Context: an optimization exercise on an open-source flow, tuned for small area, a short achievable clock period and few clock cycles. The choices shown serve that exercise and are no tape-out recipe.
At most, simulation tests tie the RTL to the original design; equivalence was not proved.
No functional check of the RTL was part of run 1.

**design/flow/design.v**
```verilog
`timescale 1ns/1ps
module mx_frame_tx (
    input  wire       clk,
    input  wire       rst,
    input  wire       cmd_valid,
    output wire       cmd_ready,
    input  wire [7:0] cmd_len,
    input  wire       in_valid,
    output wire       in_ready,
    input  wire [7:0] in_data,
    output reg        w_valid,
    input  wire       w_ready,
    output reg  [7:0] w_data,
    output reg        w_last,
    output reg        rej
);
    localparam integer M    = 5;
    localparam integer MAXF = 160;
    localparam [7:0] SENT_END   = 8'h00;
    localparam [7:0] SENT_BEGIN = 8'h01;
    localparam [7:0] SENT_ENC   = 8'hFE;
    localparam [31:0] FNV_OFFSET = 32'h811C9DC5;
    function [7:0] b64_sym;
        input [5:0] v;
        begin
            case (v)
            6'd0: b64_sym = 8'h41;
            6'd1: b64_sym = 8'h42;
            6'd2: b64_sym = 8'h43;
            6'd3: b64_sym = 8'h44;
            6'd4: b64_sym = 8'h45;
            6'd5: b64_sym = 8'h46;
            6'd6: b64_sym = 8'h47;
            6'd7: b64_sym = 8'h48;
            6'd8: b64_sym = 8'h49;
            6'd9: b64_sym = 8'h4A;
            6'd10: b64_sym = 8'h4B;
            6'd11: b64_sym = 8'h4C;
            6'd12: b64_sym = 8'h4D;
            6'd13: b64_sym = 8'h4E;
            6'd14: b64_sym = 8'h4F;
            6'd15: b64_sym = 8'h50;
            6'd16: b64_sym = 8'h51;
            6'd17: b64_sym = 8'h52;
            6'd18: b64_sym = 8'h53;
            6'd19: b64_sym = 8'h54;
            6'd20: b64_sym = 8'h55;
            6'd21: b64_sym = 8'h56;
            6'd22: b64_sym = 8'h57;
            6'd23: b64_sym = 8'h58;
            6'd24: b64_sym = 8'h59;
            6'd25: b64_sym = 8'h5A;
            6'd26: b64_sym = 8'h61;
            6'd27: b64_sym = 8'h62;
            6'd28: b64_sym = 8'h63;
            6'd29: b64_sym = 8'h64;
            6'd30: b64_sym = 8'h65;
            6'd31: b64_sym = 8'h66;
            6'd32: b64_sym = 8'h67;
            6'd33: b64_sym = 8'h68;
            6'd34: b64_sym = 8'h69;
            6'd35: b64_sym = 8'h6A;
            6'd36: b64_sym = 8'h6B;
            6'd37: b64_sym = 8'h6C;
            6'd38: b64_sym = 8'h6D;
            6'd39: b64_sym = 8'h6E;
            6'd40: b64_sym = 8'h6F;
            6'd41: b64_sym = 8'h70;
            6'd42: b64_sym = 8'h71;
            6'd43: b64_sym = 8'h72;
            6'd44: b64_sym = 8'h73;
            6'd45: b64_sym = 8'h74;
            6'd46: b64_sym = 8'h75;
            6'd47: b64_sym = 8'h76;
            6'd48: b64_sym = 8'h77;
            6'd49: b64_sym = 8'h78;
            6'd50: b64_sym = 8'h79;
            6'd51: b64_sym = 8'h7A;
            6'd52: b64_sym = 8'h30;
            6'd53: b64_sym = 8'h31;
            6'd54: b64_sym = 8'h32;
            6'd55: b64_sym = 8'h33;
            6'd56: b64_sym = 8'h34;
            6'd57: b64_sym = 8'h35;
            6'd58: b64_sym = 8'h36;
            6'd59: b64_sym = 8'h37;
            6'd60: b64_sym = 8'h38;
            6'd61: b64_sym = 8'h39;
            6'd62: b64_sym = 8'h2B;
            6'd63: b64_sym = 8'h2F;
            default: b64_sym = 8'h2F;
            endcase
        end
    endfunction
    function is_sent;
        input [7:0] b;
        begin
            is_sent = (b == SENT_END) || (b == SENT_BEGIN) || (b == SENT_ENC);
        end
    endfunction
    reg  [7:0]  rem;      
    reg  [4:0]  sn;       
    reg         pend;     
    reg         lact;     
    reg  [2:0]  lplen;    
    reg  [2:0]  lidx;     
    reg  [7:0]  lhdr;     
    reg  [7:0]  q [0:M-1];
    reg  [M-1:0] qt;      
    wire lfull = lact && (lidx == lplen);
    wire take;            
    wire lstart = pend && (!lact || take);
    assign cmd_ready = !pend && !(lact && !lfull);
    assign in_ready  = lact && (lidx != lplen) && !qt[M-1];
    wire       rem_le5 = (rem <= 8'd5);
    wire [2:0] rem_p   = rem_le5 ? rem[2:0] : 3'd5;
    wire       wr      = in_valid && in_ready;
    always @(posedge clk) begin
        if (rst) begin
            rem   <= 8'd0;
            sn    <= 5'd0;
            pend  <= 1'b0;
            lact  <= 1'b0;
            lplen <= 3'd0;
            lidx  <= 3'd0;
            rej   <= 1'b0;
        end else begin
            rej <= 1'b0;
            if (cmd_valid && cmd_ready) begin
                if (cmd_len > MAXF) begin
                    rej <= 1'b1;
                end else begin
                    rem  <= cmd_len;
                    pend <= 1'b1;
                end
            end
            if (lstart) begin
                lact  <= 1'b1;
                lplen <= rem_p;
                lidx  <= 3'd0;
                rem   <= rem - {5'd0, rem_p};
                sn    <= rem_le5 ? 5'd0 : sn + 5'd1;
                pend  <= !rem_le5;
            end else begin
                if (take)
                    lact <= 1'b0;
                if (wr)
                    lidx <= lidx + 3'd1;
            end
        end
    end
    always @(posedge clk) begin
        if (lstart)
            lhdr <= {rem_le5, sn == 5'd0, 1'b0, sn};
        else if (wr && is_sent(in_data))
            lhdr[5] <= 1'b1;
    end
    reg         eact;     
    reg         ebin;     
    reg         efe;      
    reg  [3:0]  cnt;      
    reg  [7:0]  sbr;      
    reg  [31:0] hf;       
    reg  [1:0]  ph;       
    reg  [5:0]  lo;       
    reg         eq;       
    wire step    = eact && (!w_valid || w_ready);
    wire consume = step && (ebin ? (!efe && ph != 2'd3 && cnt != 4'd0) : 1'b1);
    wire hashing = (cnt >= 4'd4);                  
    wire pop     = consume && (cnt >= 4'd5);       
    wire t_end = (cnt == 4'd1);
    wire b_end = (ph == 2'd3) && (cnt == 4'd0);
    wire c_end = step && (ebin ? (!efe && b_end) : t_end);
    assign take = lfull && (!eact || c_end);
    wire [31:0] fy = hf;
    wire [31:0] hash_n;
    wire hs1;
    wire hc2;
    assign hs1 = fy[8] ^ fy[7];
    assign hc2 = fy[8] & fy[7];
    wire fs3;
    wire fc4;
    assign fs3 = fy[9] ^ fy[8] ^ fy[5];
    assign fc4 = (fy[9] & fy[8]) | (fy[9] & fy[5]) | (fy[8] & fy[5]);
    wire fs5;
    wire fc6;
    assign fs5 = fy[10] ^ fy[9] ^ fy[6];
    assign fc6 = (fy[10] & fy[9]) | (fy[10] & fy[6]) | (fy[9] & fy[6]);
    wire fs7;
    wire fc8;
    assign fs7 = fy[11] ^ fy[10] ^ fy[7];
    assign fc8 = (fy[11] & fy[10]) | (fy[11] & fy[7]) | (fy[10] & fy[7]);
    wire fs9;
    wire fc10;
    assign fs9 = fy[12] ^ fy[11] ^ fy[8];
    assign fc10 = (fy[12] & fy[11]) | (fy[12] & fy[8]) | (fy[11] & fy[8]);
    wire fs11;
    wire fc12;
    assign fs11 = fy[13] ^ fy[12] ^ fy[9];
    assign fc12 = (fy[13] & fy[12]) | (fy[13] & fy[9]) | (fy[12] & fy[9]);
    wire fs13;
    wire fc14;
    assign fs13 = fy[14] ^ fy[13] ^ fy[10];
    assign fc14 = (fy[14] & fy[13]) | (fy[14] & fy[10]) | (fy[13] & fy[10]);
    wire fs15;
    wire fc16;
    assign fs15 = fy[15] ^ fy[14] ^ fy[11];
    assign fc16 = (fy[15] & fy[14]) | (fy[15] & fy[11]) | (fy[14] & fy[11]);
    wire fs17;
    wire fc18;
    assign fs17 = fy[16] ^ fy[15] ^ fy[12];
    assign fc18 = (fy[16] & fy[15]) | (fy[16] & fy[12]) | (fy[15] & fy[12]);
    wire fs19;
    wire fc20;
    assign fs19 = fy[17] ^ fy[16] ^ fy[13];
    assign fc20 = (fy[17] & fy[16]) | (fy[17] & fy[13]) | (fy[16] & fy[13]);
    wire fs21;
    wire fc22;
    assign fs21 = fy[18] ^ fy[17] ^ fy[14];
    assign fc22 = (fy[18] & fy[17]) | (fy[18] & fy[14]) | (fy[17] & fy[14]);
    wire fs23;
    wire fc24;
    assign fs23 = fy[19] ^ fy[18] ^ fy[15];
    assign fc24 = (fy[19] & fy[18]) | (fy[19] & fy[15]) | (fy[18] & fy[15]);
    wire fs25;
    wire fc26;
    assign fs25 = fy[20] ^ fy[19] ^ fy[16];
    assign fc26 = (fy[20] & fy[19]) | (fy[20] & fy[16]) | (fy[19] & fy[16]);
    wire fs27;
    wire fc28;
    assign fs27 = fy[21] ^ fy[20] ^ fy[17];
    assign fc28 = (fy[21] & fy[20]) | (fy[21] & fy[17]) | (fy[20] & fy[17]);
    wire fs29;
    wire fc30;
    assign fs29 = fy[22] ^ fy[21] ^ fy[18];
    assign fc30 = (fy[22] & fy[21]) | (fy[22] & fy[18]) | (fy[21] & fy[18]);
    wire fs31;
    wire fc32;
    assign fs31 = fy[23] ^ fy[22] ^ fy[19];
    assign fc32 = (fy[23] & fy[22]) | (fy[23] & fy[19]) | (fy[22] & fy[19]);
    wire fs33;
    wire fc34;
    assign fs33 = fy[24] ^ fy[23] ^ fy[20];
    assign fc34 = (fy[24] & fy[23]) | (fy[24] & fy[20]) | (fy[23] & fy[20]);
    wire hs35;
    wire hc36;
    assign hs35 = fy[17] ^ fy[16];
    assign hc36 = fy[17] & fy[16];
    wire fs37;
    wire fc38;
    assign fs37 = fy[25] ^ fy[24] ^ fy[21];
    assign fc38 = (fy[25] & fy[24]) | (fy[25] & fy[21]) | (fy[24] & fy[21]);
    wire fs39;
    wire fc40;
    assign fs39 = fy[18] ^ fy[17] ^ fy[1];
    assign fc40 = (fy[18] & fy[17]) | (fy[18] & fy[1]) | (fy[17] & fy[1]);
    wire fs41;
    wire fc42;
    assign fs41 = fy[26] ^ fy[25] ^ fy[22];
    assign fc42 = (fy[26] & fy[25]) | (fy[26] & fy[22]) | (fy[25] & fy[22]);
    wire fs43;
    wire fc44;
    assign fs43 = fy[19] ^ fy[18] ^ fy[2];
    assign fc44 = (fy[19] & fy[18]) | (fy[19] & fy[2]) | (fy[18] & fy[2]);
    wire fs45;
    wire fc46;
    assign fs45 = fy[27] ^ fy[26] ^ fy[23];
    assign fc46 = (fy[27] & fy[26]) | (fy[27] & fy[23]) | (fy[26] & fy[23]);
    wire fs47;
    wire fc48;
    assign fs47 = fy[20] ^ fy[19] ^ fy[3];
    assign fc48 = (fy[20] & fy[19]) | (fy[20] & fy[3]) | (fy[19] & fy[3]);
    wire fs49;
    wire fc50;
    assign fs49 = fy[28] ^ fy[27] ^ fy[24];
    assign fc50 = (fy[28] & fy[27]) | (fy[28] & fy[24]) | (fy[27] & fy[24]);
    wire fs51;
    wire fc52;
    assign fs51 = fy[21] ^ fy[20] ^ fy[4];
    assign fc52 = (fy[21] & fy[20]) | (fy[21] & fy[4]) | (fy[20] & fy[4]);
    wire fs53;
    wire fc54;
    assign fs53 = fy[29] ^ fy[28] ^ fy[25];
    assign fc54 = (fy[29] & fy[28]) | (fy[29] & fy[25]) | (fy[28] & fy[25]);
    wire fs55;
    wire fc56;
    assign fs55 = fy[22] ^ fy[21] ^ fy[5];
    assign fc56 = (fy[22] & fy[21]) | (fy[22] & fy[5]) | (fy[21] & fy[5]);
    wire fs57;
    wire fc58;
    assign fs57 = fy[30] ^ fy[29] ^ fy[26];
    assign fc58 = (fy[30] & fy[29]) | (fy[30] & fy[26]) | (fy[29] & fy[26]);
    wire fs59;
    wire fc60;
    assign fs59 = fy[23] ^ fy[22] ^ fy[6];
    assign fc60 = (fy[23] & fy[22]) | (fy[23] & fy[6]) | (fy[22] & fy[6]);
    wire fs61;
    wire fc62;
    assign fs61 = fy[31] ^ fy[30] ^ fy[27];
    assign fc62 = (fy[31] & fy[30]) | (fy[31] & fy[27]) | (fy[30] & fy[27]);
    wire fs63;
    wire fc64;
    assign fs63 = fy[24] ^ fy[23] ^ fy[7];
    assign fc64 = (fy[24] & fy[23]) | (fy[24] & fy[7]) | (fy[23] & fy[7]);
    wire hs65;
    wire hc66;
    assign hs65 = fy[7] ^ fy[6];
    assign hc66 = fy[7] & fy[6];
    wire fs67;
    wire fc68;
    assign fs67 = hs1 ^ fy[4] ^ fy[1];
    assign fc68 = (hs1 & fy[4]) | (hs1 & fy[1]) | (fy[4] & fy[1]);
    wire fs69;
    wire fc70;
    assign fs69 = fs3 ^ fy[2] ^ fy[1];
    assign fc70 = (fs3 & fy[2]) | (fs3 & fy[1]) | (fy[2] & fy[1]);
    wire fs71;
    wire fc72;
    assign fs71 = fs5 ^ fy[3] ^ fy[2];
    assign fc72 = (fs5 & fy[3]) | (fs5 & fy[2]) | (fy[3] & fy[2]);
    wire fs73;
    wire fc74;
    assign fs73 = fs7 ^ fy[4] ^ fy[3];
    assign fc74 = (fs7 & fy[4]) | (fs7 & fy[3]) | (fy[4] & fy[3]);
    wire fs75;
    wire fc76;
    assign fs75 = fs9 ^ fy[5] ^ fy[4];
    assign fc76 = (fs9 & fy[5]) | (fs9 & fy[4]) | (fy[5] & fy[4]);
    wire fs77;
    wire fc78;
    assign fs77 = fs11 ^ fy[6] ^ fy[5];
    assign fc78 = (fs11 & fy[6]) | (fs11 & fy[5]) | (fy[6] & fy[5]);
    wire fs79;
    wire fc80;
    assign fs79 = fs13 ^ fy[7] ^ fy[6];
    assign fc80 = (fs13 & fy[7]) | (fs13 & fy[6]) | (fy[7] & fy[6]);
    wire fs81;
    wire fc82;
    assign fs81 = fs15 ^ fy[8] ^ fy[7];
    assign fc82 = (fs15 & fy[8]) | (fs15 & fy[7]) | (fy[8] & fy[7]);
    wire fs83;
    wire fc84;
    assign fs83 = fs17 ^ fy[9] ^ fy[8];
    assign fc84 = (fs17 & fy[9]) | (fs17 & fy[8]) | (fy[9] & fy[8]);
    wire fs85;
    wire fc86;
    assign fs85 = fs19 ^ fy[10] ^ fy[9];
    assign fc86 = (fs19 & fy[10]) | (fs19 & fy[9]) | (fy[10] & fy[9]);
    wire fs87;
    wire fc88;
    assign fs87 = fs21 ^ fy[11] ^ fy[10];
    assign fc88 = (fs21 & fy[11]) | (fs21 & fy[10]) | (fy[11] & fy[10]);
    wire fs89;
    wire fc90;
    assign fs89 = fs23 ^ fy[12] ^ fy[11];
    assign fc90 = (fs23 & fy[12]) | (fs23 & fy[11]) | (fy[12] & fy[11]);
    wire fs91;
    wire fc92;
    assign fs91 = fs25 ^ fy[13] ^ fy[12];
    assign fc92 = (fs25 & fy[13]) | (fs25 & fy[12]) | (fy[13] & fy[12]);
    wire fs93;
    wire fc94;
    assign fs93 = fs27 ^ fy[14] ^ fy[13];
    assign fc94 = (fs27 & fy[14]) | (fs27 & fy[13]) | (fy[14] & fy[13]);
    wire fs95;
    wire fc96;
    assign fs95 = fs29 ^ fy[15] ^ fy[14];
    assign fc96 = (fs29 & fy[15]) | (fs29 & fy[14]) | (fy[15] & fy[14]);
    wire fs97;
    wire fc98;
    assign fs97 = fs31 ^ fy[16] ^ fy[15];
    assign fc98 = (fs31 & fy[16]) | (fs31 & fy[15]) | (fy[16] & fy[15]);
    wire fs99;
    wire fc100;
    assign fs99 = fs33 ^ hs35 ^ fy[0];
    assign fc100 = (fs33 & hs35) | (fs33 & fy[0]) | (hs35 & fy[0]);
    wire fs101;
    wire fc102;
    assign fs101 = fs37 ^ fs39 ^ fc34;
    assign fc102 = (fs37 & fs39) | (fs37 & fc34) | (fs39 & fc34);
    wire fs103;
    wire fc104;
    assign fs103 = fs41 ^ fs43 ^ fc38;
    assign fc104 = (fs41 & fs43) | (fs41 & fc38) | (fs43 & fc38);
    wire fs105;
    wire fc106;
    assign fs105 = fs45 ^ fs47 ^ fc42;
    assign fc106 = (fs45 & fs47) | (fs45 & fc42) | (fs47 & fc42);
    wire fs107;
    wire fc108;
    assign fs107 = fs49 ^ fs51 ^ fc46;
    assign fc108 = (fs49 & fs51) | (fs49 & fc46) | (fs51 & fc46);
    wire fs109;
    wire fc110;
    assign fs109 = fs53 ^ fs55 ^ fc50;
    assign fc110 = (fs53 & fs55) | (fs53 & fc50) | (fs55 & fc50);
    wire fs111;
    wire fc112;
    assign fs111 = fs57 ^ fs59 ^ fc54;
    assign fc112 = (fs57 & fs59) | (fs57 & fc54) | (fs59 & fc54);
    wire fs113;
    wire fc114;
    assign fs113 = fs61 ^ fs63 ^ fc58;
    assign fc114 = (fs61 & fs63) | (fs61 & fc58) | (fs63 & fc58);
    wire hs115;
    wire hc116;
    assign hs115 = fy[4] ^ fy[3];
    assign hc116 = fy[4] & fy[3];
    wire fs117;
    wire fc118;
    assign fs117 = fy[5] ^ fy[4] ^ fy[1];
    assign fc118 = (fy[5] & fy[4]) | (fy[5] & fy[1]) | (fy[4] & fy[1]);
    wire fs119;
    wire fc120;
    assign fs119 = fy[6] ^ fy[5] ^ fy[2];
    assign fc120 = (fy[6] & fy[5]) | (fy[6] & fy[2]) | (fy[5] & fy[2]);
    wire fs121;
    wire fc122;
    assign fs121 = hs65 ^ fy[3] ^ fy[0];
    assign fc122 = (hs65 & fy[3]) | (hs65 & fy[0]) | (fy[3] & fy[0]);
    wire fs123;
    wire fc124;
    assign fs123 = fs67 ^ fy[0] ^ hc66;
    assign fc124 = (fs67 & fy[0]) | (fs67 & hc66) | (fy[0] & hc66);
    wire fs125;
    wire fc126;
    assign fs125 = fs69 ^ hc2 ^ fc68;
    assign fc126 = (fs69 & hc2) | (fs69 & fc68) | (hc2 & fc68);
    wire fs127;
    wire fc128;
    assign fs127 = fs71 ^ fc4 ^ fc70;
    assign fc128 = (fs71 & fc4) | (fs71 & fc70) | (fc4 & fc70);
    wire fs129;
    wire fc130;
    assign fs129 = fs73 ^ fc6 ^ fc72;
    assign fc130 = (fs73 & fc6) | (fs73 & fc72) | (fc6 & fc72);
    wire fs131;
    wire fc132;
    assign fs131 = fs75 ^ fc8 ^ fc74;
    assign fc132 = (fs75 & fc8) | (fs75 & fc74) | (fc8 & fc74);
    wire fs133;
    wire fc134;
    assign fs133 = fs77 ^ fc10 ^ fc76;
    assign fc134 = (fs77 & fc10) | (fs77 & fc76) | (fc10 & fc76);
    wire fs135;
    wire fc136;
    assign fs135 = fs79 ^ fc12 ^ fc78;
    assign fc136 = (fs79 & fc12) | (fs79 & fc78) | (fc12 & fc78);
    wire fs137;
    wire fc138;
    assign fs137 = fs81 ^ fc14 ^ fc80;
    assign fc138 = (fs81 & fc14) | (fs81 & fc80) | (fc14 & fc80);
    wire fs139;
    wire fc140;
    assign fs139 = fs83 ^ fc16 ^ fc82;
    assign fc140 = (fs83 & fc16) | (fs83 & fc82) | (fc16 & fc82);
    wire fs141;
    wire fc142;
    assign fs141 = fs85 ^ fc18 ^ fc84;
    assign fc142 = (fs85 & fc18) | (fs85 & fc84) | (fc18 & fc84);
    wire fs143;
    wire fc144;
    assign fs143 = fs87 ^ fc20 ^ fc86;
    assign fc144 = (fs87 & fc20) | (fs87 & fc86) | (fc20 & fc86);
    wire fs145;
    wire fc146;
    assign fs145 = fs89 ^ fc22 ^ fc88;
    assign fc146 = (fs89 & fc22) | (fs89 & fc88) | (fc22 & fc88);
    wire fs147;
    wire fc148;
    assign fs147 = fs91 ^ fc24 ^ fc90;
    assign fc148 = (fs91 & fc24) | (fs91 & fc90) | (fc24 & fc90);
    wire fs149;
    wire fc150;
    assign fs149 = fs93 ^ fc26 ^ fc92;
    assign fc150 = (fs93 & fc26) | (fs93 & fc92) | (fc26 & fc92);
    wire fs151;
    wire fc152;
    assign fs151 = fs95 ^ fc28 ^ fc94;
    assign fc152 = (fs95 & fc28) | (fs95 & fc94) | (fc28 & fc94);
    wire fs153;
    wire fc154;
    assign fs153 = fs97 ^ fc30 ^ fc96;
    assign fc154 = (fs97 & fc30) | (fs97 & fc96) | (fc30 & fc96);
    wire fs155;
    wire fc156;
    assign fs155 = fs99 ^ fc32 ^ fc98;
    assign fc156 = (fs99 & fc32) | (fs99 & fc98) | (fc32 & fc98);
    wire fs157;
    wire fc158;
    assign fs157 = fs101 ^ hc36 ^ fc100;
    assign fc158 = (fs101 & hc36) | (fs101 & fc100) | (hc36 & fc100);
    wire fs159;
    wire fc160;
    assign fs159 = fs103 ^ fc40 ^ fc102;
    assign fc160 = (fs103 & fc40) | (fs103 & fc102) | (fc40 & fc102);
    wire fs161;
    wire fc162;
    assign fs161 = fs105 ^ fc44 ^ fc104;
    assign fc162 = (fs105 & fc44) | (fs105 & fc104) | (fc44 & fc104);
    wire fs163;
    wire fc164;
    assign fs163 = fs107 ^ fc48 ^ fc106;
    assign fc164 = (fs107 & fc48) | (fs107 & fc106) | (fc48 & fc106);
    wire fs165;
    wire fc166;
    assign fs165 = fs109 ^ fc52 ^ fc108;
    assign fc166 = (fs109 & fc52) | (fs109 & fc108) | (fc52 & fc108);
    wire fs167;
    wire fc168;
    assign fs167 = fs111 ^ fc56 ^ fc110;
    assign fc168 = (fs111 & fc56) | (fs111 & fc110) | (fc56 & fc110);
    wire fs169;
    wire fc170;
    assign fs169 = fs113 ^ fc60 ^ fc112;
    assign fc170 = (fs113 & fc60) | (fs113 & fc112) | (fc60 & fc112);
    wire [31:0] ra = {fs169, fs167, fs165, fs163, fs161, fs159, fs157, fs155, fs153, fs151, fs149, fs147, fs145, fs143, fs141, fs139, fs137, fs135, fs133, fs131, fs129, fs127, fs125, fs123, fs121, fs119, fs117, hs115, fy[3], fy[2], fy[1], fy[0]};
    wire [31:0] rb = {fc168, fc166, fc164, fc162, fc160, fc158, fc156, fc154, fc152, fc150, fc148, fc146, fc144, fc142, fc140, fc138, fc136, fc134, fc132, fc130, fc128, fc126, fc124, fc122, fc120, fc118, hc116, fy[0], fy[2], fy[1], fy[0], 1'b0};
    assign hash_n = ra + rb;
    wire        hupd   = consume && hashing;
    wire [31:0] hf_oth = ({32{take}} & (FNV_OFFSET ^ {24'd0, lhdr})) | ({32{!take}} & hf);
    wire [31:0] hf_d   = hupd ? (hash_n ^ {24'd0, q[0]}) : hf_oth;
    reg  [5:0] sv;
    reg  [5:0] lo_n;
    always @(*) begin
        case (ph)
        2'd0:    begin sv = sbr[7:2];            lo_n = {sbr[1:0], 4'd0}; end
        2'd1:    begin sv = {lo[5:4], sbr[7:4]}; lo_n = {sbr[3:0], 2'd0}; end
        2'd2:    begin sv = {lo[5:2], sbr[7:6]}; lo_n = sbr[5:0];         end
        default: begin sv = lo;                  lo_n = lo;               end
        endcase
    end
    always @(posedge clk) begin
        if (rst) begin
            eact    <= 1'b0;
            ebin    <= 1'b0;
            efe     <= 1'b0;
            cnt     <= 4'd0;
            ph      <= 2'd0;
            eq      <= 1'b0;
            w_valid <= 1'b0;
        end else begin
            if (step)
                w_valid <= 1'b1;
            else if (w_ready)
                w_valid <= 1'b0;
            if (consume)
                cnt <= cnt - 4'd1;
            if (step && ebin) begin
                if (efe) begin
                    efe <= 1'b0;
                end else begin
                    ph <= ph + 2'd1;
                    if (cnt == 4'd0 && (ph == 2'd1 || ph == 2'd2))
                        eq <= 1'b1;
                end
            end
            if (take) begin
                eact <= 1'b1;
                ebin <= lhdr[5];
                efe  <= lhdr[5];
                cnt  <= {1'b0, lplen} + 4'd4;
                ph   <= 2'd0;
                eq   <= 1'b0;
            end else if (c_end) begin
                eact <= 1'b0;
            end
        end
    end
    always @(posedge clk) begin
        hf <= hf_d;
        if (take)
            sbr <= lhdr;
        else if (consume) begin
            case (cnt)
            4'd4:    sbr <= hash_n[7:0];
            4'd3:    sbr <= hf[15:8];
            4'd2:    sbr <= hf[23:16] ^ hf[31:24];
            4'd1:    sbr <= 8'd0;
            default: sbr <= q[0];
            endcase
        end
        if (step && ebin && !efe)
            lo <= lo_n;
        if (step) begin
            if (!ebin) begin
                w_data <= sbr;
                w_last <= t_end;
            end else if (efe) begin
                w_data <= SENT_ENC;
                w_last <= 1'b0;
            end else begin
                w_data <= eq ? 8'h3D : b64_sym(sv);
                w_last <= b_end;
            end
        end
    end
    integer k;
    always @(posedge clk) begin
        for (k = 0; k < M; k = k + 1) begin
            if (pop) begin
                if (wr && qt[k] && (k == M - 1 || !qt[k + 1]))
                    q[k] <= in_data;
                else if (k < M - 1)
                    q[k] <= q[k + 1];
            end else if (wr && !qt[k] && (k == 0 || qt[k - 1])) begin
                q[k] <= in_data;
            end
        end
    end
    always @(posedge clk) begin
        if (rst)
            qt <= {M{1'b0}};
        else if (wr && !pop)
            qt <= {qt[M-2:0], 1'b1};
        else if (pop && !wr)
            qt <= {1'b0, qt[M-1:1]};
    end
endmodule
```
**design/flow/standard.sh**
```bash
#!/bin/bash
# synth_recipe.tcl (not shown) runs the flow's synth.tcl, then flattens the netlist and writes it again
# the make line also repeats each setting of config.mk as NAME=value (left out here)
make -C /OpenROAD-flow-scripts/flow DESIGN_CONFIG=/design/flow/config.mk WORK_HOME=/design/flow/orfs CLKGATE_MAP_FILE= SYNTH_SCRIPT=/design/flow/synth_recipe.tcl "${@:-finish}"
```
**design/flow/flow/run.sh**
```bash
#!/bin/bash
bash standard.sh SETUP_SLACK_MARGIN=6.5 "BUFFER_PORTS_ARGS=-buffer_cell sky130_fd_sc_hd__buf_2" finish > standard.log 2>&1
```
**design/flow/constraint.sdc**
```tcl
create_clock -name core_clock -period 10.0 [get_ports {clk}]
set_input_delay 2.0000 -clock core_clock [delete_from_list [all_inputs] [get_ports {clk}]]
set_output_delay 2.0000 -clock core_clock [all_outputs]
set_load 0.01 [all_outputs]
```
**design/flow/config.mk**
```make
export PLATFORM = sky130hd
export DESIGN_NAME = mx_frame_tx
export DESIGN_NICKNAME = mx_frame_tx
export VERILOG_FILES = /design/flow/design.v
export SDC_FILE = /design/flow/constraint.sdc
export NUM_CORES = 4
export LEC_CHECK = 0
export ABC_AREA = 1
export CAP_MARGIN = 20
export CORE_MARGIN = 2
export CORE_UTILIZATION = 60
export CTS_BUF_LIST = sky130_fd_sc_hd__clkbuf_8
export CTS_CLUSTER_SIZE = 40
export SETUP_SLACK_MARGIN = 5
export SLEW_MARGIN = 20
```
==> results.sh, run 1 <==
export IMPL_start_util_pct=61.3
export IMPL_hold_viol=0
export IMPL_dp_hpwl_um=22300
export IMPL_post_synth_top_count_cell="nand2_1"
export IMPL_die_h_um=140
export IMPL_drv_cap=0
export IMPL_core_mm2=0.0180
export IMPL_die_area_mm2=0.0195
export IMPL_synthTopCellsByArea="edfxtp_1 21%, fa_1 14%, nand2_1 12%"
export IMPL_drv_slew=0
export IMPL_cp_max_fo=5
export IMPL_tightest_slew_ns=0.969
export IMPL_yosysWarningCount=4
export IMPL_synth_largest_area_cell="edfxtp_1"
export IMPL_layout_nets=1647
export IMPL_yosys_top_cells_count="355 x nand2_1, 225 x inv_1, 114 x nand3_1"
export IMPL_seqCellArea_mm2=0.00366
export IMPL_hold_class="flip-flop to flip-flop"
export IMPL_syn_num_nets=1556
export IMPL_critPathSlowestCell="fa_1"
export IMPL_cts_buffer_depth=2
export IMPL_setup_tns_ns=0
export IMPL_cp_required_ns=10.33
export IMPL_slew_limit_headroom_pct=34.8
export IMPL_syn_area_per_cell_um2=7.84
export IMPL_final_setup_worst_slack_ns=6.27
export IMPL_wl_um=30100
export IMPL_antennaDiodeCount=0
export IMPL_ys_seq_area_share_pct=32.7
export IMPL_wl_per_cell_um=17.3
export IMPL_cts_buffers=17
export IMPL_first_iter_violations=820
export IMPL_gp_congestion=1.03
export IMPL_area_growth_pct=19.0
export IMPL_tritoncts="done"
export IMPL_grt_max_degree=37
export IMPL_syn_cell_area_mm2=0.0110
export IMPL_min_period_ns=3.73
export IMPL_dr_pass1_iters=5
export IMPL_clock_sinks=141
export IMPL_synth_flop_cell="edfxtp_1"
export IMPL_crit_arrival_ns=4.06
export IMPL_ctsHoldBuffers=0
export IMPL_end_kind="flip-flop"
export IMPL_drive_above_1_share_pct=21.1
export IMPL_netlist_instances=1405
export IMPL_cp_start_kind="flip-flop"
export IMPL_cts_clk_slew_worst_paths_ns=0.09
export IMPL_crit_top_cell="fa_1"
export IMPL_ioPinCount=34
export IMPL_pre_cts_ws_ns=5.75
export IMPL_place_port_buffers=33
export IMPL_vias_per_cell=5.70
export IMPL_async_flop_share_pct=0
export IMPL_grt_pass1_vias=9344
export IMPL_antenna_found_initial=0
export IMPL_critical_path_class="flip-flop to flip-flop"
export IMPL_vias=9915
export IMPL_max_freq_mhz=268
export IMPL_rows=49
export IMPL_fin_skew_ns=0.0156
export IMPL_die_w_um=140
export IMPL_drcViolationCount=0
export IMPL_setup_viol=0
export IMPL_htree_levels=4
export IMPL_clkLatencyLatePin_ns=0.46
export IMPL_worstPathCellList="clkinvlp_4 > buf_6 > fa_1 > inv_1 > fa_1 > inv_1 > fa_1 > inv_2 > ha_4 > nand2_2 > nor2_2 > nand2_2 > nor2_1 > nand2_1 > nand3_1 > nand2_1 > nand3_1 > o21ai_0"
export IMPL_status="timing/DRC/antenna clean"
export IMPL_synth_top_area_share_pct=21.3
export IMPL_rrSetupSlack_ns=6.27
export IMPL_grt_ovfl_total=0
export IMPL_fin_crit_sh_pct=37.3
export IMPL_cpPeakStageDelay_ns=0.54
export IMPL_clockRootBuffer="clkbuf_8"
export IMPL_synth_edff_count=78
export IMPL_multi_input_area_mm2=0.00722
export IMPL_synth_distinct_cells=48
export IMPL_grt_usage_pct=31.3
export IMPL_grt_pass1_wl_um=48300
export IMPL_ys_ff_latch=141
export IMPL_fillCellCount=1403
export IMPL_rsz0062_at_grt="yes"
export IMPL_ant_nets=0
-- repair_timing --
action,CTS,global route
resized for setup,168,78
cloned,0,1
endpoints found under the setup margin,139,101
hold endpoints to repair,0,0
pin swaps,50,35
setup buffers,40,20
-- stage by stage --
| stage | hold WS (ns) | utilization [%] | cell area, um^2 | cells |
|---|---|---|---|---|
| final | 0.496 | 73.0 | 13100 | 1738 |
| after global routing | 0.507 | 73.0 | 13100 | 1738 |
| after CTS | 0.493 | 70.5 | 12700 | 1717 |
| after detailed placement | 0.477 | 63.3 | 11400 | 1645 |
| after global placement | 0.475 | 63.3 | 11400 | 1645 |
| after floorplan | 0.442 | - | 11000 | 1405 |
-- state kept, by name, indices dropped and copies added (netlist names), 6 cells and up, named ones only --
name    flops
q          40
hf         24
lhdr        8
rem         8
sbr         8
w_data      8
lo          6
-- final timing paths --
path	start	to	depth (start not counted)
max	hf[18]$_DFF_P_	hf[25]$_DFF_P_	18
min	lidx[2]$_SDFFE_PP0P_	lidx[2]$_SDFFE_PP0P_	2
max reg2reg	hf[18]$_DFF_P_	hf[25]$_DFF_P_	18
min reg2reg	lidx[2]$_SDFFE_PP0P_	lidx[2]$_SDFFE_PP0P_	2
-- cells by family after synthesis --
logic type | count (synthesis) | share of synthesized area (%)
fa+ha+maj | 130 | 20.1
compound gates | 217 | 10.9
xor+xnor | 37 | 2.94
simple gates | 624 | 24.1
buf+inv | 256 | 9.24
flops | 141 | 32.7
-- routing by layer --
metal	track usage (%)	wire, um
met5	0	0
met2	49.5	13700
met4	13.1	1230
met3	7.09	2420
met1	41.9	12700
-- cell usage in the layout, fill, tap and decap left out, types with 6 or more instances in the layout --
| master | n |
|---|---|
| a21oi_1 | 70 |
| clkinvlp_4 | 8 |
| nand2_1 | 329 |
| a22oi_1 | 6 |
| o22ai_1 | 8 |
| nand3_2 | 10 |
| buf_2 | 32 |
| ha_1 | 30 |
| ha_4 | 19 |
| buf_6 | 8 |
| a21oi_2 | 17 |
| edfxtp_1 | 78 |
| nand4_1 | 19 |
| inv_2 | 21 |
| clkbuf_8 | 17 |
| xnor2_1 | 11 |
| dfxtp_2 | 14 |
| dfxtp_1 | 38 |
| inv_1 | 209 |
| nor2_2 | 13 |
| nand3_1 | 107 |
| nand2_2 | 21 |
| nor2_4 | 14 |
| fa_1 | 75 |
| o21ai_0 | 62 |
| nor2_1 | 74 |
| a31oi_1 | 6 |
| nand2_4 | 12 |
| buf_4 | 53 |
| xor2_1 | 22 |
| o21ai_1 | 13 |
| o21ai_2 | 6 |
| dfxtp_4 | 11 |
| nor3_1 | 6 |
| a21oi_4 | 9 |
-- worst max-delay path, delay by kind of cell, from the launching register on --
family / cells / cell delay, ns
adders and majority gates: 4 / 1.81
and+or+nand+nor: 8 / 0.78
buffers and inverters: 5 / 0.54
DFF: 1 / 0.37
AOI/OAI and AO/OA: 1 / 0.08
-- layout make-up --
class | instances | area share (%)
tap | 229 | 2.19
sequential | 141 | 27.9
clock inverter | 15 | 1.15
clock buffer | 17 | 1.78
timing repair buffer | 93 | 4.94
inverter | 234 | 6.93
multi-input combinational | 1009 | 55.1
==> inputs of run 2 (changes only) <==
--- a/design/flow/design.v
+++ b/design/flow/design.v
@@ -100,5 +100,5 @@
     endfunction
     reg  [7:0]  rem;      
-    reg  [4:0]  sn;       
+    reg         lfirst;   
     reg         pend;     
     reg         lact;     
@@ -119,5 +119,5 @@
         if (rst) begin
             rem   <= 8'd0;
-            sn    <= 5'd0;
+            lfirst <= 1'b1;
             pend  <= 1'b0;
             lact  <= 1'b0;
@@ -140,5 +140,5 @@
                 lidx  <= 3'd0;
                 rem   <= rem - {5'd0, rem_p};
-                sn    <= rem_le5 ? 5'd0 : sn + 5'd1;
+                lfirst <= rem_le5;
                 pend  <= !rem_le5;
             end else begin
@@ -152,5 +152,5 @@
     always @(posedge clk) begin
         if (lstart)
-            lhdr <= {rem_le5, sn == 5'd0, 1'b0, sn};
+            lhdr <= {rem_le5, lfirst, 1'b0, lfirst ? 5'd0 : lhdr[4:0] + 5'd1};
         else if (wr && is_sent(in_data))
             lhdr[5] <= 1'b1;
==> design/flow/flow/run.sh (replaced) <==
#!/bin/bash
bash standard.sh SETUP_SLACK_MARGIN=6 "BUFFER_PORTS_ARGS=-buffer_cell sky130_fd_sc_hd__buf_2" finish > standard.log 2>&1
--- a/design/flow/config.mk
+++ b/design/flow/config.mk
@@ -11,5 +11,6 @@
 export CORE_UTILIZATION = 60
 export CTS_BUF_LIST = sky130_fd_sc_hd__clkbuf_8
-export CTS_CLUSTER_SIZE = 40
+export CTS_CLUSTER_DIAMETER = 100
+export CTS_CLUSTER_SIZE = 50
 export SETUP_SLACK_MARGIN = 5
 export SLEW_MARGIN = 20
==> run 2 against run 1 <==
Against the previous run:
- sequential cell count shrank 4
- design area shrank 8.2%
- sequential share of layout area grew 1.6 points
- still clean on timing, DRC and antenna
- via count shrank 2.9%
==> results.sh, run 2 <==
export IMPL_status="timing/DRC/antenna clean"
export IMPL_dp_hpwl_um=22200
export IMPL_slew_limit_headroom_pct=39.8
export IMPL_cp_max_fo=5
export IMPL_ys_seq_area_share_pct=32.7
export IMPL_drive_above_1_share_pct=11.7
export IMPL_ant_nets=0
export IMPL_timing_hold_ws_ns=0.477
export IMPL_post_synth_top_count_cell="nand2_1"
export IMPL_clockRootBuffer="clkbuf_8"
export IMPL_ioPinCount=34
export IMPL_first_iter_violations=979
export IMPL_grt_ovfl_total=0
export IMPL_synthTopCellsByArea="edfxtp_1 22%, fa_1 14%, nand2_1 13%"
export IMPL_final_common_cell="nand2_1"
export IMPL_syn_area_per_cell_um2=7.79
export IMPL_vias=9625
export IMPL_area_growth_pct=11.7
export IMPL_drcViolationCount=0
export IMPL_largest_register_ffs=40
export IMPL_antenna_found_initial=0
export IMPL_vias_per_cell=5.68
export IMPL_fin_crit_sh_pct=39.3
export IMPL_tightest_slew_ns=0.896
export IMPL_rows=49
export IMPL_die_h_um=138
export IMPL_tritoncts="done"
export IMPL_place_port_buffers=33
export IMPL_die_w_um=138
export IMPL_dr_pass1_iters=7
export IMPL_syn_num_nets=1534
export IMPL_crit_arrival_ns=4.27
export IMPL_grt_pass1_vias=8964
export IMPL_setup_viol=0
export IMPL_grt_pass1_wl_um=46400
export IMPL_grt_usage_pct=30.5
export IMPL_synth_edff_count=78
export IMPL_cts_buffer_depth=2
export IMPL_grt_max_degree=38
export IMPL_htree_levels=4
export IMPL_yosys_top_cells_count="363 x nand2_1, 224 x inv_1, 111 x nand3_1"
export IMPL_wl_um=28800
export IMPL_ys_ff_latch=137
export IMPL_syn_cell_area_mm2=0.0108
export IMPL_cp_required_ns=10.34
export IMPL_netlist_instances=1384
export IMPL_final_cell_mix="359 x nand2_1, 216 x inv_1, 111 x nand3_1, 87 x nor2_1, 85 x a21oi_1"
export IMPL_start_util_pct=60.6
export IMPL_drv_cap=0
export IMPL_core_mm2=0.0178
export IMPL_min_period_ns=3.93
export IMPL_critical_path_class="flip-flop to flip-flop"
export IMPL_reg_largest_list="q (40), hf (24)"
export IMPL_rsz0062_at_grt="yes"
export IMPL_end_kind="flip-flop"
export IMPL_synth_distinct_cells=44
export IMPL_top_register="q"
export IMPL_layout_nets=1604
export IMPL_cts_clk_slew_worst_paths_ns=0.08
export IMPL_async_flop_share_pct=0
export IMPL_clock_sinks=137
export IMPL_drv_slew=0
export IMPL_hold_class="flip-flop to flip-flop"
export IMPL_die_area_mm2=0.0190
export IMPL_fin_skew_ns=0.0171
export IMPL_yosysWarningCount=4
export IMPL_max_freq_mhz=255
export IMPL_synth_top_area_share_pct=21.7
export IMPL_cts_buffers=17
export IMPL_synth_largest_area_cell="edfxtp_1"
export IMPL_cp_start_kind="flip-flop"
export IMPL_ctsHoldBuffers=0
export IMPL_setup_tns_ns=0
export IMPL_gp_congestion=1.02
export IMPL_hold_viol=0
export IMPL_synth_flop_cell="edfxtp_1"
export IMPL_clkLatencyLatePin_ns=0.46
export IMPL_wl_per_cell_um=17.0
export IMPL_antennaDiodeCount=0
[run 2: changes by cell type in the layout (fill, tap and decap cells not counted), sizes merged, moves of 4 or more]
cell	previous run	this run
buf	93	69
o21ai	82	77
a21oi	96	92
nor2	102	97
dfxtp	63	59
[run 2: through the flow]
stage                     setup WS [ns]  area [um^2]  utilization, %  instances
after floorplan                    6.17        10800               -       1384
after global placement             5.05        11100            62.7       1627
after detailed placement           4.93        11100            62.7       1627
after CTS                          5.98        11600            65.2       1660
after global routing               5.89        12000            67.7       1696
final                              6.07        12000            67.7       1696
[run 2: worst max-delay path: stages, from the launching register on]
cell        delay (ns)
dfxtp_2           0.37
clkinvlp_4        0.16
buf_4             0.20
fa_1              0.49
inv_1             0.05
fa_1              0.47
inv_1             0.06
fa_1              0.56
inv_1             0.07
ha_4              0.24
a21oi_1           0.19
o21ai_0           0.19
a21oi_2           0.21
nor2_1            0.07
nor2_1            0.24
nand3_1           0.11
nand3_1           0.10
nand2_1           0.05
[run 2: repair_timing]
| item | 4_1_cts | 5_1_grt |
|---|---|---|
| gates cloned | 1 | 0 |
| setup endpoints to repair | 135 | 88 |
| resized for setup | 13 | 54 |
| pin swaps | 1 | 10 |
| setup buffers | 0 | 36 |
[run 2: cell families after synthesis]
family          Yosys count  share of synthesized area [%]
simple gates            618                           24.1
xor+xnor                 36                           2.93
fa+ha+maj               129                           20.4
compound gates          213                           11.0
buf+inv                 251                           8.92
flops                   137                           32.7
[run 2: per-layer routing]
metal | GRT usage, % | share of wire, %
met1 | 43.1 | 44
met2 | 47.7 | 46
met3 | 6.06 | 7.6
met4 | 9.99 | 2.6
met5 | 0 | 0
[run 2: final timing paths]
check,depth (start not counted),start,slack (ns),endpoint
setup / recovery,17,hf[18]$_DFF_P_,6.07,hf[28]$_DFF_P_
hold / removal,2,rem[0]$_SDFFE_PP0P_,0.48,lplen[0]$_SDFFE_PP0P_
setup reg to reg,17,hf[18]$_DFF_P_,6.07,hf[28]$_DFF_P_
hold reg to reg,2,rem[0]$_SDFFE_PP0P_,0.48,lplen[0]$_SDFFE_PP0P_
[run 2: final cells by class]
class                      instances  area, um^2
clock inverter                    15         175
timing repair buffer              69         439
multi-input combinational        997        6450
sequential                       137        3560
inverter                         232         892
fill                            1540        5740
clock buffer                      17         234
tap                              229         287
Testbench counts of run 2, summed over its fixed seeds: cycles 23,720.
==> inputs of run 3 (changes only) <==
--- a/design/flow/config.mk
+++ b/design/flow/config.mk
@@ -6,11 +6,9 @@
 export NUM_CORES = 4
 export LEC_CHECK = 0
-export ABC_AREA = 1
 export CAP_MARGIN = 20
 export CORE_MARGIN = 2
 export CORE_UTILIZATION = 60
 export CTS_BUF_LIST = sky130_fd_sc_hd__clkbuf_8
-export CTS_CLUSTER_DIAMETER = 100
-export CTS_CLUSTER_SIZE = 50
+export CTS_CLUSTER_SIZE = 40
 export SETUP_SLACK_MARGIN = 5
 export SLEW_MARGIN = 20
==> run 3 against run 2 <==
Against the previous run:
- critical endpoint is now hf[19]$_DFF_P_
- still clean
- sequential cell count unchanged
- global-route usage down 2.9 points
- synthesized cell count down 26%
- count of clock-buffer cells in the layout unchanged
==> results.sh, run 3 <==
export IMPL_status="timing/DRC/antenna clean"
export IMPL_wl_um=23300
export IMPL_critical_path_class="flip-flop to flip-flop"
export IMPL_grt_use_met2_pct=43.2
export IMPL_final_setup_worst_slack_ns=5.99
export IMPL_clkLatencyLatePin_ns=0.47
export IMPL_grt_max_degree=35
export IMPL_clock_sinks=137
export IMPL_rows=47
export IMPL_yosys_area_share_simple_pct=12.1
export IMPL_dp_hpwl_um=17200
export IMPL_dp_cells=1239
export IMPL_hold_class="flip-flop to flip-flop"
export IMPL_grt_ovfl_total=0
export IMPL_largest_register_ffs=40
export IMPL_die_h_um=133
export IMPL_netlist_instances=1018
export IMPL_slew_limit_headroom_pct=43.5
export IMPL_layout_nets=1212
export IMPL_fin_cells=1295
export IMPL_timing_hold_ws_ns=0.479
export IMPL_ioPinCount=34
export IMPL_synth_fa_ha_area_share_pct=21.9
export IMPL_clockRootBuffer="clkbuf_8"
export IMPL_cts_buffers=17
export IMPL_use_met3_pct=6.13
export IMPL_drv_slew=0
export IMPL_wl_per_cell_um=18.0
export IMPL_place_port_buffers=33
export IMPL_utilization_pct=68.9
export IMPL_async_flop_share_pct=0
export IMPL_core_mm2=0.0165
export IMPL_fin_skew_ns=0.0119
export IMPL_synth_top_family_by_area="adder cells"
export IMPL_max_freq_mhz=249
export IMPL_pre_cts_ws_ns=5.07
export IMPL_post_synth_top_count_cell="inv_1"
export IMPL_vias=7574
export IMPL_synth_flop_cell="edfxtp_1"
export IMPL_synthTopCellsByArea="edfxtp_1 23%, fa_1 16%, dfxtp_1 12%"
export IMPL_htree_levels=4
export IMPL_min_period_ns=4.01
export IMPL_ys_seq_area_share_pct=35.0
export IMPL_start_util_pct=61.1
export IMPL_yosysWarningCount=4
export IMPL_syn_num_nets=1168
export IMPL_tightest_slew_ns=0.842
export IMPL_vias_per_cell=5.85
export IMPL_fin_area_mm2=0.0113
export IMPL_tritoncts="done"
export IMPL_cp_max_fo=5
export IMPL_reg_largest_list="q (40), hf (24)"
export IMPL_syn_area_per_cell_um2=9.88
export IMPL_drv_cap=0
export IMPL_ys_ff_latch=137
export IMPL_yosys_top_cells_count="120 x inv_1, 78 x edfxtp_1, 78 x fa_1"
export IMPL_dr_pass1_iters=6
export IMPL_final_cell_mix="108 x inv_1, 78 x edfxtp_1, 77 x fa_1, 69 x nand2_1, 68 x nor2_1"
export IMPL_top_usage_layer="met2"
export IMPL_synth_top_area_share_pct=23.3
export IMPL_antennaDiodeCount=0
export IMPL_cp_required_ns=10.33
export IMPL_first_iter_violations=682
export IMPL_cpPeakStageDelay_ns=0.60
export IMPL_synth_edff_count=78
export IMPL_area_growth_pct=12.8
export IMPL_antenna_found_initial=0
export IMPL_cts_buffer_depth=2
export IMPL_grt_use_met1_pct=39.6
export IMPL_crit_top_cell="fa_1"
export IMPL_cp_start_kind="flip-flop"
export IMPL_setup_tns_ns=0
export IMPL_top_register="q"
export IMPL_synth_mux_area_share_pct=4.83
export IMPL_die_area_mm2=0.0178
export IMPL_grt_pass1_wl_um=38200
export IMPL_cts_clk_slew_worst_paths_ns=0.09
export IMPL_ant_nets=0
export IMPL_fillCellCount=1319
export IMPL_fin_crit_sh_pct=40.1
export IMPL_critPathSlowestCell="fa_1"
export IMPL_end_kind="flip-flop"
export IMPL_synth_largest_area_cell="edfxtp_1"
export IMPL_placed_cell_area_mm2=0.0104
export IMPL_final_common_cell="inv_1"
export IMPL_syn_cell_area_mm2=0.0101
export IMPL_synth_xor_area_share_pct=5.40
export IMPL_drive_above_1_share_pct=20.1
export IMPL_drcViolationCount=0
export IMPL_crit_arrival_ns=4.34
export IMPL_die_w_um=133
export IMPL_setup_viol=0
export IMPL_hold_viol=0
export IMPL_worstPathCellList="fa_1 > fa_1 > fa_1 > ha_4 > a21oi_1 > o21ai_1 > a21o_1 > a311o_1 > a21o_1 > a21oi_1 > xor2_1 > a22oi_1"
export IMPL_rsz0062_at_grt="yes"
export IMPL_hold_path_depth=2
export IMPL_reg2regPathDepth=12
export IMPL_ctsHoldBuffers=0
export IMPL_grt_usage_pct=27.6
export IMPL_grt_pass1_vias=7417
export IMPL_synth_compound_area_share_pct=14.7
export IMPL_synth_distinct_cells=64
export IMPL_gp_congestion=0.853
[run 3: changes by cell type after synthesis, moves of 15 or more]
| cell | change |
|---|---|
| a21o_1 | +21 |
| a21oi_1 | -17 |
| inv_1 | -104 |
| mux2_2 | +36 |
| nand2_1 | -293 |
| nand3_1 | -89 |
| nand4_1 | -15 |
| nor2_1 | -22 |
| o21ai_0 | -27 |
| xnor2_1 | +26 |
[run 3: kinds of logic after synthesis]
kind of cell               count (synthesis)
AOI/OAI and AO/OA                        233
adders and majority gates                129
DFF                                      137
xor gates and xnor gates                  62
muxes                                     44
and+or+nand+nor                          255
buffers and inverters                    158
[run 3: layout make-up]
class	instances	area (um^2)	area share, %
sequential	137	3580	31.6
clock inverter	15	153	1.35
multi-input combinational	723	6240	55.0
timing repair buffer	59	373	3.29
inverter	123	478	4.21
clock buffer	17	234	2.06
timing repair inverter	1	7.51	0.0662
tap	220	275	2.43
[run 3: per-layer routing]
metal	wire length, um	share of wire [%]	vias to the layer above
met3	1590	6.8	41
met4	359	1.5	0
met1	10400	45	3670
met2	11000	47	231
met5	0	0	-
li1	-	-	3632
[run 3: path summary, 6_finish.rpt]
path                        from                  end  slack, ns
max                    flip-flop       hf[19]$_DFF_P_       5.99
min          rem[6]$_SDFFE_PP0P_  rem[6]$_SDFFE_PP0P_       0.48
max reg2reg            flip-flop       hf[19]$_DFF_P_       5.99
min reg2reg  rem[6]$_SDFFE_PP0P_  rem[6]$_SDFFE_PP0P_       0.48
[run 3: repair_timing]
item | 4_1_cts | 5_1_grt
cloned | 1 | 0
endpoints found under the setup margin | 29 | 17
buffers inserted | 15 | 8
hold endpoints to repair | 0 | 0
pin swaps | 16 | 41
resized for setup | 70 | 46
[run 3: worst max-delay path, delay by kind of cell, from the launching register on]
family | cells | cell delay [ns]
compound gates | 7 | 1.38
xor+xnor | 1 | 0.20
fa+ha+maj | 4 | 1.79
flops | 1 | 0.49
==> inputs of run 4 (changes only) <==
--- a/design/flow/config.mk
+++ b/design/flow/config.mk
@@ -8,5 +8,5 @@
 export CAP_MARGIN = 20
 export CORE_MARGIN = 2
-export CORE_UTILIZATION = 60
+export CORE_UTILIZATION = 75
 export CTS_BUF_LIST = sky130_fd_sc_hd__clkbuf_8
 export CTS_CLUSTER_SIZE = 40
==> run 4 against run 3 <==
Against the previous run:
- non-clock buffer count unchanged
- sequential cell count unchanged
- setup slack worse by 0.072 ns
- largest cell class unchanged
- hold slack worse by 0.0058 ns
- clock skew down 0.00098 ns
- critical endpoint unchanged
- global-route usage up 7.0 points
- count of clock-buffer cells in the layout unchanged
- sequential share of layout area up 0.10 points
==> results.sh, run 4 <==
export IMPL_status="timing/DRC/antenna clean"
export IMPL_die_w_um=120
export IMPL_grt_pass1_vias=7619
export IMPL_antennaDiodeCount=0
export IMPL_seqCellArea_mm2=0.00358
export IMPL_core_mm2=0.0132
export IMPL_crit_arrival_ns=4.42
export IMPL_clock_sinks=137
export IMPL_synth_fa_ha_area_share_pct=21.9
export IMPL_final_setup_worst_slack_ns=5.92
export IMPL_max_freq_mhz=245
export IMPL_die_h_um=120
export IMPL_cts_buffers=17
export IMPL_dr_pass1_iters=18
export IMPL_dp_cells=1194
export IMPL_grt_ovfl_total=0
export IMPL_synth_largest_area_cell="edfxtp_1"
export IMPL_critical_path_class="flip-flop to flip-flop"
export IMPL_synth_top_family_by_area="adder cells"
export IMPL_syn_area_per_cell_um2=9.88
export IMPL_wl_per_cell_um=20.7
export IMPL_synth_mux_area_share_pct=4.83
export IMPL_setup_viol=0
export IMPL_synth_edff_count=78
export IMPL_gp_congestion=0.917
export IMPL_synth_flop_cell="edfxtp_1"
export IMPL_grt_max_degree=35
export IMPL_fin_skew_ns=0.0109
export IMPL_rows=42
export IMPL_fin_area_mm2=0.0113
export IMPL_yosysWarningCount=4
export IMPL_clockRootBuffer="clkbuf_8"
export IMPL_hold_class="flip-flop to flip-flop"
export IMPL_end_kind="flip-flop"
export IMPL_async_flop_share_pct=0
export IMPL_ctsHoldBuffers=0
export IMPL_final_cell_mix="107 x inv_1, 78 x fa_1, 78 x edfxtp_1, 69 x nand2_1, 69 x nor2_1"
export IMPL_multi_input_area_mm2=0.00630
export IMPL_tightest_slew_ns=0.803
export IMPL_syn_num_nets=1168
export IMPL_wl_um=25900
export IMPL_hold_viol=0
export IMPL_cp_required_ns=10.33
export IMPL_synth_distinct_cells=64
export IMPL_ant_nets=0
export IMPL_ys_ff_latch=137
export IMPL_setup_tns_ns=0
export IMPL_ys_seq_area_share_pct=35.0
export IMPL_fin_cells=1251
export IMPL_drv_slew=0
export IMPL_tritoncts="done"
export IMPL_clkLatencyLatePin_ns=0.47
export IMPL_synth_compound_area_share_pct=14.7
export IMPL_final_common_cell="inv_1"
export IMPL_fillCellCount=725
export IMPL_area_growth_pct=12.4
export IMPL_dp_hpwl_um=17000
export IMPL_antenna_found_initial=0
export IMPL_worstPathCellList="buf_4 > ha_1 > inv_1 > fa_1 > fa_1 > inv_1 > ha_1 > o21ai_1 > a21oi_4 > a21o_1 > a311o_1 > a21o_1 > a21oi_2 > xor2_1 > a22oi_1"
export IMPL_first_iter_violations=702
export IMPL_min_period_ns=4.08
export IMPL_grt_usage_pct=34.7
export IMPL_cp_max_fo=5
export IMPL_htree_levels=4
export IMPL_post_synth_top_count_cell="inv_1"
export IMPL_slew_limit_headroom_pct=46.0
export IMPL_drive_above_1_share_pct=20.8
export IMPL_fin_crit_sh_pct=40.8
export IMPL_cp_start_kind="flip-flop"
export IMPL_top_register="q"
export IMPL_ioPinCount=34
export IMPL_syn_cell_area_mm2=0.0101
export IMPL_drcViolationCount=0
export IMPL_largest_register_ffs=40
export IMPL_cts_buffer_depth=2
export IMPL_grt_pass1_wl_um=38400
export IMPL_die_area_mm2=0.0143
export IMPL_vias_per_cell=6.51
export IMPL_cpPeakStageDelay_ns=0.51
export IMPL_synthTopCellsByArea="edfxtp_1 23%, fa_1 16%, dfxtp_1 12%"
export IMPL_synth_xor_area_share_pct=5.40
export IMPL_drv_cap=0
export IMPL_place_port_buffers=33
export IMPL_vias=8140
export IMPL_start_util_pct=76.2
export IMPL_yosys_area_share_simple_pct=12.1
export IMPL_netlist_instances=1018
export IMPL_critPathSlowestCell="fa_1"
export IMPL_synth_top_area_share_pct=23.3
export IMPL_reg_largest_list="q (40), hf (24)"
export IMPL_pre_cts_ws_ns=5.17
export IMPL_placed_cell_area_mm2=0.0103
export IMPL_yosys_top_cells_count="120 x inv_1, 78 x edfxtp_1, 78 x fa_1"
export IMPL_layout_nets=1212
export IMPL_cts_clk_slew_worst_paths_ns=0.09
export IMPL_rsz0062_at_grt="yes"
## run 4: final cells by class
| class | count | area share (%) |
|---|---|---|
| multi-input combinational | 723 | 55.7 |
| timing repair buffer | 59 | 3.25 |
| timing repair inverter | 1 | 0.0664 |
| tap | 176 | 1.95 |
| sequential | 137 | 31.7 |
| inverter | 123 | 4.21 |
| clock inverter | 15 | 1.06 |
| clock buffer | 17 | 2.07 |
## run 4: through the flow
step,util [%],hold WS [ns]
floorplan,-,0.448
global route,85.7,0.515
CTS,82.9,0.478
finish,85.7,0.473
detailed placement,78.2,0.465
global placement,78.2,0.462
## run 4: worst max-delay path: cells and delay by family (launching register included)
kind | cells | cell delay [ns]
buf+inv | 3 | 0.33
xor+xnor | 1 | 0.23
flops | 1 | 0.49
compound gates | 7 | 1.33
fa+ha+maj | 4 | 1.58
## run 4: per-layer routing
layer	GRT usage (%)	share of wire, %	vias up
li1	-	-	3630
met1	47.9	38	3916
met2	55.0	48	486
met3	8.51	10	108
met4	10.5	3.9	0
met5	0	0	-
## run 4: path summary, 6_finish.rpt
path / startpoint / endpoint / slack (ns) / cells after the start
min: eact$_SDFFE_PP0P_ / w_valid$_SDFFE_PP0P_ / 0.47 / 2
max reg2reg: flip-flop / hf[19]$_DFF_P_ / 5.92 / 15
min reg2reg: eact$_SDFFE_PP0P_ / w_valid$_SDFFE_PP0P_ / 0.47 / 2
max: flip-flop / hf[19]$_DFF_P_ / 5.92 / 15
## run 4: repair_timing
action,in CTS,in global routing
cloned,0,1
resized for setup,56,72
setup endpoints to repair,28,31
pin swaps,8,35
buffers inserted,11,13
## run 4: logic make-up after synthesis
group | after synthesis
flops | 137
buf+inv | 158
xor+xnor | 62
fa+ha+maj | 129
simple gates | 255
mux | 44
compound gates | 233
==> inputs of run 5 (changes only) <==
==> design/flow/flow/run.sh (replaced) <==
#!/bin/bash
bash standard.sh SETUP_SLACK_MARGIN=5.5 "BUFFER_PORTS_ARGS=-buffer_cell sky130_fd_sc_hd__buf_2" finish > standard.log 2>&1
--- a/design/flow/config.mk
+++ b/design/flow/config.mk
@@ -8,5 +8,5 @@
 export CAP_MARGIN = 20
 export CORE_MARGIN = 2
-export CORE_UTILIZATION = 75
+export CORE_UTILIZATION = 60
 export CTS_BUF_LIST = sky130_fd_sc_hd__clkbuf_8
 export CTS_CLUSTER_SIZE = 40
==> run 5 against run 4 <==
Against the previous run:
- still clean on timing, DRC and antenna
- fmax is 6.7% lower
- wire length down 15%
- via count decreased by 9.7%
- core utilization is 19 points lower
- non-clock buffer count is 19 lower
- synthesized cell count is the same
- critical endpoint is now hf[26]$_DFF_P_
==> results.sh, run 5 <==
export IMPL_grt_pass1_vias=6946
export IMPL_reg_largest_list="q (40), hf (24)"
export IMPL_antennaDiodeCount=0
export IMPL_synth_edff_count=78
export IMPL_slew_limit_headroom_pct=46.8
export IMPL_status="timing/DRC/antenna clean"
export IMPL_synth_largest_area_cell="edfxtp_1"
export IMPL_largest_register_ffs=40
export IMPL_setup_tns_ns=0
export IMPL_vias_per_cell=5.77
export IMPL_hold_class="flip-flop to flip-flop"
export IMPL_syn_num_nets=1168
export IMPL_setup_viol=0
export IMPL_fin_skew_ns=0.00943
export IMPL_cp_max_fo=5
export IMPL_fin_crit_sh_pct=43.7
export IMPL_yosys_top_cells_count="120 x inv_1, 78 x edfxtp_1, 78 x fa_1"
export IMPL_cpPeakStageDelay_ns=0.61
export IMPL_cp_depth=13
export IMPL_grt_max_degree=34
export IMPL_grt_pass1_wl_um=36400
export IMPL_drcViolationCount=0
export IMPL_crit_family="adder cells"
export IMPL_die_w_um=133
export IMPL_area_growth_pct=8.66
export IMPL_final_common_cell="inv_1"
export IMPL_async_flop_share_pct=0
export IMPL_endpoint="hf[26]$_DFF_P_"
export IMPL_post_synth_top_count_cell="inv_1"
export IMPL_end_kind="flip-flop"
export IMPL_core_mm2=0.0165
export IMPL_crit_arrival_ns=4.68
export IMPL_rrSetupSlack_ns=5.63
export IMPL_first_iter_violations=559
export IMPL_ys_ff_latch=137
export IMPL_gp_congestion=0.837
export IMPL_drv_slew=0
export IMPL_min_period_ns=4.37
export IMPL_netlist_instances=1018
export IMPL_wl_per_cell_um=17.3
export IMPL_syn_area_per_cell_um2=9.88
export IMPL_dp_hpwl_um=17000
export IMPL_ys_seq_area_share_pct=35.0
export IMPL_wl_um=22100
export IMPL_clkLatencyLatePin_ns=0.45
export IMPL_timing_hold_ws_ns=0.477
export IMPL_top_register="q"
export IMPL_cts_clk_slew_worst_paths_ns=0.08
export IMPL_drive_above_1_share_pct=13.4
export IMPL_cts_buffer_depth=2
export IMPL_clockRootBuffer="clkbuf_8"
export IMPL_dr_pass1_iters=5
export IMPL_cp_required_ns=10.31
export IMPL_multi_input_area_mm2=0.00595
export IMPL_rows=47
export IMPL_grt_ovfl_total=0
export IMPL_fillCellCount=1347
export IMPL_final_cell_mix="116 x inv_1, 78 x fa_1, 78 x edfxtp_1, 72 x a21oi_1"
export IMPL_rsz0062_at_grt="yes"
export IMPL_synth_distinct_cells=64
export IMPL_antenna_found_initial=0
export IMPL_die_h_um=133
export IMPL_htree_levels=4
export IMPL_grt_usage_pct=26.3
export IMPL_synth_top_area_share_pct=23.3
export IMPL_synth_flop_cell="edfxtp_1"
export IMPL_critPathBufInv=0
export IMPL_hold_viol=0
export IMPL_ioPinCount=34
export IMPL_syn_cell_area_mm2=0.0101
export IMPL_ant_nets=0
export IMPL_critical_path_class="flip-flop to flip-flop"
export IMPL_die_area_mm2=0.0178
export IMPL_max_freq_mhz=229
export IMPL_clock_sinks=137
export IMPL_tritoncts="done"
export IMPL_cp_start_kind="flip-flop"
export IMPL_crit_top_cell="fa_1"
export IMPL_r2r_end="hf[26]$_DFF_P_"
export IMPL_start_util_pct=61.1
export IMPL_seqCellArea_mm2=0.00355
export IMPL_critPathSlowestCell="fa_1"
export IMPL_drv_cap=0
export IMPL_cts_buffers=17
export IMPL_tightest_slew_ns=0.792
export IMPL_vias=7351
export IMPL_yosysWarningCount=4
export IMPL_reg2regPathDepth=13
export IMPL_place_port_buffers=33
export IMPL_worstPathCellList="fa_1 > fa_1 > fa_1 > ha_1 > and3_1 > nor2b_1 > a32oi_1 > a21oi_2 > nor3b_2 > o21bai_1 > a31oi_1 > xor2_1 > o22ai_1"
export IMPL_synthTopCellsByArea="edfxtp_1 23%, fa_1 16%, dfxtp_1 12%"
export IMPL_layout_nets=1192
==> run 5: cell counts after synthesis <==
No cell type changed its count.
==> run 5: metrics by stage <==
step,std cells,cell area (um^2),utilization [%],worst slack (ns)
finish,1275,10900,66.4,5.63
global route,1275,10900,66.4,5.47
CTS,1273,10900,66.0,5.50
detailed placement,1240,10400,63.0,5.07
global placement,1239,10400,63.0,5.20
floorplan,1018,10100,-,5.89
==> run 5: worst min-delay path by stage <==
| stage | start | to | depth (start not counted) |
|---|---|---|---|
| 6_report | rem[6]$_SDFFE_PP0P_ | rem[6]$_SDFFE_PP0P_ | 2 |
| 5_1_grt | rem[6]$_SDFFE_PP0P_ | rem[6]$_SDFFE_PP0P_ | 2 |
| 4_1_cts | rem[6]$_SDFFE_PP0P_ | rem[6]$_SDFFE_PP0P_ | 2 |
| 3_5_place_dp | rem[6]$_SDFFE_PP0P_ | rem[6]$_SDFFE_PP0P_ | 2 |
| 3_3_place_gp | rem[6]$_SDFFE_PP0P_ | rem[6]$_SDFFE_PP0P_ | 2 |
| 2_1_floorplan | eact$_SDFFE_PP0P_ | w_valid$_SDFFE_PP0P_ | 2 |
==> run 5: what timing repair did <==
action,CTS,global route
gates resized for setup,2,27
endpoints found under the hold margin,0,0
setup buffers,1,2
setup endpoints to repair,3,23
hold buffers,0,0
pin swaps,0,1
==> run 5: routing by layer <==
| metal | wire length, um | share of wire [%] | up-vias | GRT usage (%) |
|---|---|---|---|---|
| met4 | 227 | 1.0 | 0 | 6.50 |
| li1 | - | - | 3591 | - |
| met1 | 10900 | 49 | 3554 | 40.4 |
| met5 | 0 | 0 | - | 0 |
| met3 | 1060 | 4.8 | 21 | 4.34 |
| met2 | 9880 | 45 | 185 | 39.1 |
==> run 5: cell families (layout without fill, tap and decap cells) <==
kind of cell / after synthesis / in the layout / share of synthesized area [%]
buf+inv: 158 / 195 / 6.05
fa+ha+maj: 129 / 129 / 21.9
xor+xnor: 62 / 62 / 5.40
compound gates: 233 / 233 / 14.7
mux: 44 / 44 / 4.83
simple gates: 255 / 255 / 12.1
flops: 137 / 137 / 35.0
==> run 5: cell type report <==
class | count | area share [%]
clock buffer | 17 | 2.14
clock inverter | 15 | 2.26
inverter | 123 | 4.23
multi-input combinational | 723 | 54.4
sequential | 137 | 32.5
tap | 220 | 2.52
timing repair buffer | 40 | 1.97
==> run 5: worst min-delay path, cell delays in order, from the launching register on <==
cell and delay, ns:
dfxtp_1 0.31, o21ai_0 0.06, a21oi_1 0.06

-- separate check: timing with driven ports --
How much do the figures lean on ideal ports? The routed layouts below were timed once more, with nothing changed but the port constraints.
Step 1 assumes that a clkbuf_16 drives the clock port and a buf_2 every other input.
Step 2, shift: input delay + t, output delay - t, t = (earliest + latest rising clock arrival at the registers) / 2. This alone moves slack from input paths to output paths.
Three values: no drivers, after step 1, after step 2; two values: the first two.
run	shift t [ns]	slack for setup (ns)	worst register clock-pin slew, ns	pins driven straight from the clock port
run 1	0.497	6.274 / 6.274 / 6.165	0.09 / 0.09	1
run 2	0.491	6.072 / 6.072 / 5.795	0.09 / 0.09	1
run 3	0.499	5.989 / 5.989 / 5.650	0.09 / 0.09	1
run 4	0.498	5.917 / 5.917 / 5.610	0.09 / 0.09	1
run 5	0.483	5.626 / 5.626 / 5.331	0.08 / 0.08	1
After both steps setup and hold are still met in every run listed. For run 3, which loses most, drivers alone change the setup slack by 0.000 ns; drivers and shift together by -0.339 ns.
